Source: an optimization exercise on an open RTL-to-GDS flow (aim: small area, a short achievable clock period and few clock cycles). Production flows keep margins and buffers that such runs may drop.
Only simulation tests tie the RTL to the original design; equivalence was not proved.
No activity file was given, so power comes from the tool's default toggle rates.

Setup of job 4852:
Design sixel_encoder, start of the top module:
module sixel_encoder (
    input  wire        clk,
    input  wire        rst,           
    input  wire        start,         
    input  wire [15:0] width,
    input  wire [15:0] height,
    input  wire [15:0] dbuf_base,
    input  wire [7:0]  ncols,
    output reg         busy,
    output reg         done,
    output reg  [2:0]  err_code,
    output reg         mem_req,
    output reg  [15:0] mem_addr,
    input  wire [7:0]  mem_rdata,
    output reg         out_valid,
    output reg  [7:0]  out_data,
    input  wire        out_ready
);
    localparam E_NONE    = 3'd0;
    localparam E_PRECOND = 3'd3;
    localparam E_BUS     = 3'd6;
    localparam E_CONFIG  = 3'd7;
    localparam RS_IDLE = 3'd0;
    localparam RS_CHK  = 3'd1;    
    localparam RS_RD   = 3'd2;    
    localparam RS_CAP  = 3'd3;    
    localparam RS_ADV  = 3'd4;    
    localparam RS_END  = 3'd5;    
    localparam E_IDLE  = 4'd0;
    localparam E_HASH  = 4'd1;    
    localparam E_PCD   = 4'd2;    
    localparam E_FIRST = 4'd3;    
  ...
Settings: LEC_CHECK=0, CAP_MARGIN=20, CORE_MARGIN=2, CORE_UTILIZATION=60, CTS_BUF_LIST=sky130_fd_sc_hd__clkbuf_8 sky130_fd_sc_hd__clkbuf_16, PLACE_DENSITY=0.72, SLEW_MARGIN=20; clock period 13.0 ns.
standard.sh (not shown) runs the stock make flow with config.mk's settings and CLKGATE_MAP_FILE= SYNTH_SCRIPT=/design/flow/synth_recipe.tcl, a recipe that flattens the netlist after the stock synthesis.
==> flow/flow/run.sh <==
#!/bin/bash
# The standard layout (the standard.sh, unchanged synthesis and steps),
# with one change: the input and output port buffers that global placement
# inserts are sky130_fd_sc_hd__buf_2 instead of the cell buffer_ports picks
# by default (a slow, larger delay buffer). Every port is still buffered.
set -euo pipefail
export BUFFER_PORTS_ARGS="-buffer_cell sky130_fd_sc_hd__buf_2"
export SETUP_SLACK_MARGIN=9.3
bash standard.sh > standard_flow.log 2>&1
Testbench counts of job 4852, summed over its fixed seeds: cycles 158,972.
Relative to job 4852, the following input files were edited for job 7496:
Settings: CORE_UTILIZATION now 40, was 60; CTS_BUF_LIST no longer set, was sky130_fd_sc_hd__clkbuf_8 sky130_fd_sc_hd__clkbuf_16; PLACE_DENSITY no longer set, was 0.72.
==> flow/run.sh (new file) <==
#!/bin/bash
# synth_recipe.tcl (not shown) runs the flow's synth.tcl, then flattens the netlist and writes it again
# the make line also repeats each setting of config.mk as NAME=value (left out here)
make -C /OpenROAD-flow-scripts/flow DESIGN_CONFIG=/design/flow/config.mk WORK_HOME=/design/flow/orfs CLKGATE_MAP_FILE= SYNTH_SCRIPT=/design/flow/synth_recipe.tcl finish
removed: flow/flow/run.sh
removed: flow/standard.sh
Results
Taking job 4852 as the reference, in job 7496 sequential share of cell area now sits lower, floorplan die area shows an increase of 0.010 mm2, layout overhead on the synthesized area moved up, static leakage power fell by 2.1%.
Compared with job 4852, job 7496 shows via count that has gone down slightly.

---

raven:
Starting RTL as in the previous note.
clock: 13.0 ns
lec_check: 0
cap_margin: 20
core_margin: 2
core_utilization: 60
cts_buf_list: sky130_fd_sc_hd__clkbuf_8 sky130_fd_sc_hd__clkbuf_16
place_density: 0.72
slew_margin: 20
==> flow/flow/run.sh <==
#!/bin/bash
# The standard layout (the standard.sh, unchanged synthesis and steps),
# with one change: the input and output port buffers that global placement
# inserts are sky130_fd_sc_hd__buf_2 instead of the cell buffer_ports picks
# by default (a slow, larger delay buffer). Every port is still buffered.
set -euo pipefail
export BUFFER_PORTS_ARGS="-buffer_cell sky130_fd_sc_hd__buf_2"
bash standard.sh > standard_flow.log 2>&1
raven finished every step from synthesis to the final layout, and the layout passed the timing, DRC and antenna checks.
Testbench counts of raven, summed over its fixed seeds: cycles 158,972.
Inputs modified between raven and violet:
- removing PLACE_DENSITY (formerly 0.72)
- changing CORE_UTILIZATION from 60 to 40
- removing CTS_BUF_LIST (formerly sky130_fd_sc_hd__clkbuf_8 sky130_fd_sc_hd__clkbuf_16)
Findings:
- raven → violet: first-pass GRT wire length moved up; portion of the layout cell area used by clock cells level; clock-buffer cell count moved up; net switching power of the design level; total power level.

## separate check: timing with driven ports
The flow's constraints put no driver on any port. The routed layouts listed below were extracted and timed again, unchanged, in two steps.
Step 1 sets driving cells, clkbuf_16 on the clock port and buf_2 on the other inputs (assumed; they add their load-dependent delay and slew).
Step 2 moves the port delays by t, midway between the first and last clock arrival at a register: inputs arrive t later, outputs are due t later. That takes back most of the time a late clock gives input paths.
Slacks: ideal / step 1 / step 2; pairs: ideal / step 1.
run | t, ns | setup slack, ns | pins driven straight from the clock port
job 4852 | 0.485 | 9.262 / 9.215 / 8.982 | 1
job 7496 | 0.499 | 8.718 / 8.667 / 8.639 | 1
raven | 0.489 | 9.204 / 9.156 / 8.987 | 1
violet | 0.503 | 9.153 / 9.100 / 8.954 | 1
After both steps every run listed still meets setup and hold. For job 4852, which loses most, drivers alone change the setup slack by -0.047 ns; drivers and shift together by -0.280 ns.
